What follows belongs to an exercise in optimizing a design on an open flow for small area, a short achievable clock period and few clock cycles per item; a production flow would make more cautious choices. Function was checked by simulation only, so behaviour that the tests miss may differ from the original. Power and IR drop assume default switching activity.

<file path="flow/design.v">
module line21_decoder (
    input  wire       clk,
    input  wire       rst,           
    input  wire       in_valid,
    output wire       in_ready,
    input  wire [7:0] in_data,
    input  wire       in_last,
    output wire       out_valid,
    input  wire       out_ready,
    output wire       out_ok,
    output wire [3:0] out_cause,
    output wire [7:0] out_byte0,
    output wire [7:0] out_byte1
);
    localparam WMAX = 256;           
    localparam IW   = 9;             
    localparam OW   = 12;            
    localparam C_NONE      = 4'd0;
    localparam C_BLANK     = 4'd1;
    localparam C_RUNIN_NF  = 4'd2;
    localparam C_RUNIN_OOR = 4'd3;
    localparam C_SANITY    = 4'd4;
    localparam C_OOR       = 4'd5;
    localparam C_PARITY    = 4'd6;
    localparam C_NOEDGE    = 4'd7;
    localparam C_ROW       = 4'd8;
    localparam S_LOAD     = 4'd0;
    localparam S_NORM     = 4'd1;
    localparam S_START    = 4'd2;
    localparam S_COUNT    = 4'd3;
    localparam S_CALIB    = 4'd4;
    localparam S_SANITY   = 4'd5;
    localparam S_ASSEMBLE = 4'd6;
    localparam S_VALIDATE = 4'd7;
    localparam S_OUT      = 4'd8;
    reg [3:0]    state;
    reg [7:0]    sr [0:WMAX-1];      
    reg          br [0:WMAX-1];      
    reg [IW-1:0] cnt;                
    reg          ovf;                
    reg [IW-1:0] w;                  
    reg [7:0]    maxluma;
    reg [IW-1:0] idx;                
    reg          prev;               
    reg [IW-1:0] start_ri;
    reg [IW-1:0] stop_ri;
    reg [3:0]    trans;              
    reg [7:0]    bw;                 
    reg signed [OW-1:0] off;         
    reg [4:0]    k;                  
    reg          oor;                
    reg [2:0]    sbits;              
    reg [15:0]   dbits;              
    reg          res_ok;
    reg [3:0]    res_cause;
    reg [7:0]    res_b0;
    reg [7:0]    res_b1;
    assign in_ready  = (state == S_LOAD);
    assign out_valid = (state == S_OUT);
    assign out_ok    = res_ok;
    assign out_cause = res_cause;
    assign out_byte0 = res_b0;
    assign out_byte1 = res_b1;
    wire [7:0] max_next = (in_data > maxluma) ? in_data : maxluma;
    wire [7:0]  s_cur = sr[idx[7:0]];
    wire [14:0] s100  = s_cur * 7'd100;
    wire [14:0] t45   = maxluma * 6'd45;
    wire [14:0] t56   = maxluma * 6'd56;
    wire        b_norm = (s100 >= t56) ? 1'b1 :
                         (s100 <  t45) ? 1'b0 : prev;
    wire        br_cur  = br[idx[7:0]];
    wire        br_prev = br[idx[7:0] - 8'd1];
    wire [IW+4:0] idx20   = idx * 5'd20;
    wire [IW+2:0] stop5   = idx * 3'd5;
    wire [IW+3:0] stop10  = idx * 4'd10;
    wire [IW+1:0] w3      = w * 2'd3;
    wire        stop_ok = ({3'b0, w} <= stop5) && (stop10 <= {2'b0, w3});
    wire [IW-1:0] run_len = stop_ri - start_ri;
    wire [15:0]   bw_num  = run_len * 6'd38 + 16'd250;
    wire [15:0]   bw_calc = bw_num / 16'd251;
    wire        off_out = (off < 0) || (off >= $signed({3'b0, w}));
    wire        br_off  = br[off[7:0]];
    wire        par0_ok = ^{dbits[7:0]};
    wire        par1_ok = ^{dbits[15:8]};
    always @(posedge clk) begin
        if (rst) begin
            state     <= S_LOAD;
            cnt       <= 0;
            ovf       <= 1'b0;
            maxluma   <= 8'd0;
            res_ok    <= 1'b0;
            res_cause <= C_NONE;
            res_b0    <= 8'd0;
            res_b1    <= 8'd0;
        end else begin
            case (state)
            S_LOAD: if (in_valid) begin
                if (cnt < WMAX)
                    sr[cnt[7:0]] <= in_data;
                else
                    ovf <= 1'b1;
                if (cnt < WMAX)
                    cnt <= cnt + 1'b1;
                maxluma <= max_next;
                if (in_last) begin
                    w     <= cnt + 1'b1;
                    idx   <= 0;
                    prev  <= 1'b0;
                    if (ovf || cnt == WMAX)
                        reject(C_ROW);
                    else if (max_next < 8'd32)
                        reject(C_BLANK);
                    else
                        state <= S_NORM;
                end
            end
            S_NORM: begin
                br[idx[7:0]] <= b_norm;
                prev <= b_norm;
                if (idx == w - 1'b1) begin
                    idx   <= 0;
                    state <= S_START;
                end else
                    idx <= idx + 1'b1;
            end
            S_START: begin
                if (br_cur) begin
                    start_ri <= idx;
                    if (idx20 > {5'b0, w})
                        reject(C_RUNIN_OOR);
                    else begin
                        trans <= 0;
                        idx   <= idx + 1'b1;
                        state <= S_COUNT;
                    end
                end else if (idx == w - 1'b1)
                    reject(C_RUNIN_NF);
                else
                    idx <= idx + 1'b1;
            end
            S_COUNT: begin
                if (idx >= w)
                    reject(C_RUNIN_NF);
                else if (br_cur != br_prev) begin
                    if (trans == 4'd12) begin
                        stop_ri <= idx;
                        if (!stop_ok)
                            reject(C_RUNIN_OOR);
                        else
                            state <= S_CALIB;
                    end else begin
                        trans <= trans + 1'b1;
                        idx   <= idx + 1'b1;
                    end
                end else
                    idx <= idx + 1'b1;
            end
            S_CALIB: begin
                bw <= bw_calc[7:0];
                if (idx >= w)
                    reject(C_NOEDGE);
                else if (br_cur) begin
                    off   <= $signed({3'b0, idx}) - $signed({3'b0, bw_calc[7:0], 1'b0})
                             + $signed({4'b0, bw_calc[7:1]});
                    k     <= 0;
                    oor   <= 1'b0;
                    state <= S_SANITY;
                end else
                    idx <= idx + 1'b1;
            end
            S_SANITY: begin
                if (off_out)
                    oor <= 1'b1;
                sbits <= {sbits[1:0], off_out ? 1'b0 : br_off};
                off   <= off + $signed({4'b0, bw});
                if (k == 5'd2) begin
                    k     <= 0;
                    state <= S_ASSEMBLE;
                    if (oor || off_out)
                        reject(C_OOR);
                    else if ({sbits[1:0], br_off} != 3'b001)
                        reject(C_SANITY);
                end else
                    k <= k + 1'b1;
            end
            S_ASSEMBLE: begin
                if (off_out)
                    oor <= 1'b1;
                dbits <= {off_out ? 1'b0 : br_off, dbits[15:1]};
                off   <= off + $signed({4'b0, bw});
                if (k == 5'd15) begin
                    if (oor || off_out)
                        reject(C_OOR);
                    else
                        state <= S_VALIDATE;
                end else
                    k <= k + 1'b1;
            end
            S_VALIDATE: begin
                if (!par0_ok || !par1_ok)
                    reject(C_PARITY);
                else begin
                    res_ok    <= 1'b1;
                    res_cause <= C_NONE;
                    res_b0    <= {1'b0, dbits[6:0]};
                    res_b1    <= {1'b0, dbits[14:8]};
                    state     <= S_OUT;
                end
            end
            S_OUT: if (out_ready) begin
                state   <= S_LOAD;
                cnt     <= 0;
                ovf     <= 1'b0;
                maxluma <= 8'd0;
            end
            default: state <= S_LOAD;
            endcase
        end
    end
    task reject(input [3:0] cause);
        begin
            res_ok    <= 1'b0;
            res_cause <= cause;
            res_b0    <= 8'd0;
            res_b1    <= 8'd0;
            state     <= S_OUT;
        end
    endtask
endmodule
</file>
<file path="flow/run.sh">
#!/bin/bash
# synth_recipe.tcl (not shown) runs the flow's synth.tcl, then flattens the netlist and writes it again
# the make line also repeats each setting of config.mk as NAME=value (left out here)
make -C /OpenROAD-flow-scripts/flow DESIGN_CONFIG=/design/flow/config.mk WORK_HOME=/design/flow/orfs CLKGATE_MAP_FILE= SYNTH_SCRIPT=/design/flow/synth_recipe.tcl finish
</file>
<file path="flow/config.mk">
export PLATFORM = sky130hd
export DESIGN_NAME = line21_decoder
export DESIGN_NICKNAME = line21_decoder
export VERILOG_FILES = /design/flow/design.v
export SDC_FILE = /design/flow/constraint.sdc
export NUM_CORES = 4
export LEC_CHECK = 0
export CAP_MARGIN = 20
export CORE_MARGIN = 2
export CORE_UTILIZATION = 40
export SLEW_MARGIN = 20
</file>
<file path="flow/constraint.sdc">
create_clock -name core_clock -period 14.0 [get_ports {clk}]
set_input_delay 2.8000 -clock core_clock [delete_from_list [all_inputs] [get_ports {clk}]]
set_output_delay 2.8000 -clock core_clock [all_outputs]
set_load 0.01 [all_outputs]
</file>
==> flow_summary.toml <==
[clocking]
root_buffer = "clkbuf_16"
cts_buffers = 270
insertion_delay_ns = 0.85
cts_tree = "done"
holdBufCountCts = 0
cts_max_level = 5
clockBufferDepth = 4
clock_sinks = 2446
clk_pin_slew_ns = 0.06

[sta]
tightestPinTransition_ns = 1.17
relSlewSlack_pct = 22.0
rsz0062_at_grt = "false"
fmax_mhz = 76.2
fin_crit_sh_pct = 93.8
finalHoldViolCount = 0
finalSetupViolations = 0
finClkSkew_ns = 0.0562
fin_crit_ns = 13.13
tns_ns = 0
final_max_slew_viol_count = 0

[setup_path]
endpoint_kind = "flip-flop"
cp_max_fo = 8
cp_slowest_stage_delay_ns = 0.59
slowest_stage = "or4b_4"
path_class = "flip-flop to flip-flop"
required_ns = 14.67
worstPathArrival_ns = 13.80
cp-start-kind = "flip-flop"

[floorplan]
die_area_mm2 = 0.278
ios = 36
die_w_um = 527
initial_core_util_pct = 40.1
rows = 192
coreArea_mm2 = 0.273
dieHeight_um = 527

[power_and_ir_drop]
power_frac_seq_pct = 36.2
comb_power_share_pct = 41.5
clockPowerShare_pct = 22.4
p_sw_uw = 10700
power_uw = 30100
ir_drop_uv = 989
total_leakage_power_uw = 0.0387
power.internal_uw = 19400
power_density_mw_per_mm2 = 245
netSwitchingFraction_pct = 35.5

[yosys]
yosysMostFrequentCell = "edfxtp_1"
yosys_warnings = 1
synth.distinct_cells = 105
synth_top_area_share_pct = 65.5
syn_inst = 5959
syn_area_per_cell_um2 = 18.4
ys_ff_latch = 2446
yosys-top-cells-area = "edfxtp_1 (65%), mux4_2 (19%), ha_1 (2.8%)"
synth_area_mm2 = 0.110
async_reset_ff_share_pct = 0
synth_largest_area_cell = "edfxtp_1"
synth-edff-count = 2389
yosys_most_used_dff = "edfxtp_1"
synthTopCellsByCount = "edfxtp_1 (2389), mux4_2 (934), nor2_1 (670), ha_1 (245), clkbuf_1 (220)"
ys_seq_area_share_pct = 66.5

[global_route]
grt_pass1_vias = 58100
antenna_found_initial = 18
grt_pass1_wl_mm = 402
grt-ovfl-total = 0
track_usage_pct = 19.4
grt_max_degree = 178

[placement]
placed_cell_area_mm2 = 0.114
dp_cells = 9396
numPortBuffers = 33
globalplace.congestion = 0.832
hpwl_mm = 168

[hold_path]
hp-class = "flip-flop to flip-flop"

[routing]
wl_per_cell_um = 27.7
num_vias = 57800
detail-route-antenna-nets = 0
drt_iter0_markers = 6340
viasPerCell = 5.85
first_pass_iters = 6
post-route-drc-count = 0
routed_wl_mm = 273

[flow_run]
max_cap_viol_count = 0

[final_layout]
fin_area_mm2 = 0.123
syn2layout_area_growth_pct = 12.2
layout.cells.non_filler = 9873
drive_gt1_share_pct = 24.4
layout.nets = 6381

[outcome]
status = "no timing/DRC/antenna violations"
-- stage by stage --
step | utilization, % | worst slack (ns) | hold slack [ns]
after floorplan | - | 1.53 | 0.428
after global placement | 41.9 | 0.00558 | 0.442
after detailed placement | 41.9 | 0.107 | 0.450
after CTS | 44.9 | 0.0257 | 0.464
after global routing | 45.0 | 0.0293 | 0.485
final | 45.0 | 0.874 | 0.462
-- path summary, 6_finish.rpt --
path	slack, ns	startpoint	depth (start not counted)	endpoint
max	0.87	start_ri[1]	55	off[10]
min	0.46	res_cause[2]	2	res_cause[2]
max reg2reg	0.87	start_ri[1]	55	off[10]
min reg2reg	0.46	res_cause[2]	2	res_cause[2]
-- cells in the final DEF (no fill, tap or decap), types with 12 or more instances in the layout --
cell / Yosys / final
nor2_1: 670 / 669
clkinv_1: 3 / 48
clkdlybuf4s50_1: 0 / 24
and2_1: 16 / 15
and3_1: 15 / 15
fa_1: 32 / 32
inv_1: 178 / 178
a21o_1: 44 / 44
o21bai_1: 23 / 23
mux2i_1: 14 / 12
bufinv_16: 0 / 14
clkbuf_1: 220 / 72
a211oi_1: 17 / 15
nand2_1: 163 / 159
edfxtp_1: 2389 / 2389
xor2_1: 45 / 44
mux4_2: 934 / 934
nand4_1: 21 / 21
ha_1: 245 / 242
a21oi_1: 121 / 116
o21ai_0: 88 / 86
dfxtp_1: 57 / 48
buf_4: 3 / 133
clkbuf_16: 0 / 280
clkinv_2: 0 / 29
or3_1: 15 / 15
nor4_1: 13 / 12
nand2b_1: 35 / 35
nor3_1: 39 / 36
nor2b_1: 38 / 38
a22oi_1: 32 / 32
xnor2_1: 126 / 121
nand3_1: 47 / 47
-- routing by layer --
layer | share of wire [%] | global-route usage [%] | up-vias | routed length (µm)
met5 | 0 | 0 | - | 0
met1 | 43 | 28.5 | 30700 | 118000
met3 | 6.9 | 2.84 | 386 | 18900
met2 | 48 | 30.8 | 2192 | 130000
met4 | 2.2 | 4.40 | 0 | 5910
li1 | - | - | 24400 | -
-- flip-flops by register name (all words and copies together) (netlist names), 9 cells and up, named ones only --
signal,count
br,256
stop_ri,9
w,9
sr,2048
idx,9
dbits,16
cnt,9
off,12
start_ri,9
-- power groups by stage --
stage | sequential, µW | combinational [µW] | clock (µW)
global route | 10900 | 13800 | 7130
global placement | 11100 | 11800 | 0
finish | 10900 | 12500 | 6740
detailed placement | 11000 | 12000 | 0
CTS | 10800 | 12000 | 6870
floorplan | 9420 | 7450 | 0
-- layout make-up --
type | count | area [µm²]
Multi-Input combinational cell | 3011 | 35000
Inverter | 184 | 696
Sequential cell | 2446 | 72900
Clock inverter | 107 | 917
Tap cell | 3589 | 4490
Antenna cell | 4 | 10.0
Fill cell | 23200 | 150000
Timing Repair Buffer | 178 | 1610
Clock buffer | 354 | 7300
-- cells by family (layout without fill, tap and decap cells) --
family	Yosys count	count (layout)	share of synthesized area, %
compound gates	479	479	3.05
xor+xnor	172	172	1.39
fa+ha+maj	277	277	3.38
buf+inv	505	823	1.75
flops	2446	2446	66.5
mux	961	961	19.5
other cells	2	9	0.00685
simple gates	1117	1117	4.45
-- critical path: cells and delay by family (launching register included) --
| family | cells | cell delay, ns |
|---|---|---|
| adders and majority gates | 8 | 2.56 |
| buffers and inverters | 6 | 0.44 |
| AOI/OAI and AO/OA | 25 | 5.60 |
| xor gates and xnor gates | 2 | 0.34 |
| DFF | 1 | 0.43 |
| muxes | 3 | 1.10 |
| and+or+nand+nor | 11 | 2.52 |
-- timing repair --
action,in CTS,in global routing
setup endpoints to repair,0,16
buffers inserted,0,10
gates resized for setup,0,35
Testbench counts, summed over its fixed seeds: cycles 361,000, frames 960.

-- separate check: timing with driven ports --
Ports are ideal in the flow. The routed layout listed here was re-timed in OpenROAD.
Step 1 assumes that a clkbuf_16 drives the clock port and a buf_2 every other input.
Step 2 times the ports against the registers' clock, not the clock port: input delays grow and output delays shrink by t, the midpoint of the rising clock arrivals with the driver on.
a / b / c = ideal / step 1 / step 2; a / b = the first two.
t (ns): 0.910
slack for setup (ns): 0.874 / 0.874 / 0.874
hold slack, ns: 0.462 / 0.462 / 0.462
worst slew at a driven data input, ns: 0.07
pins driven straight from the clock port: 1
After both steps setup and hold are still met in this run. The setup slack of this run moves by 0.000 ns with the drivers and by 0.000 ns with both steps.
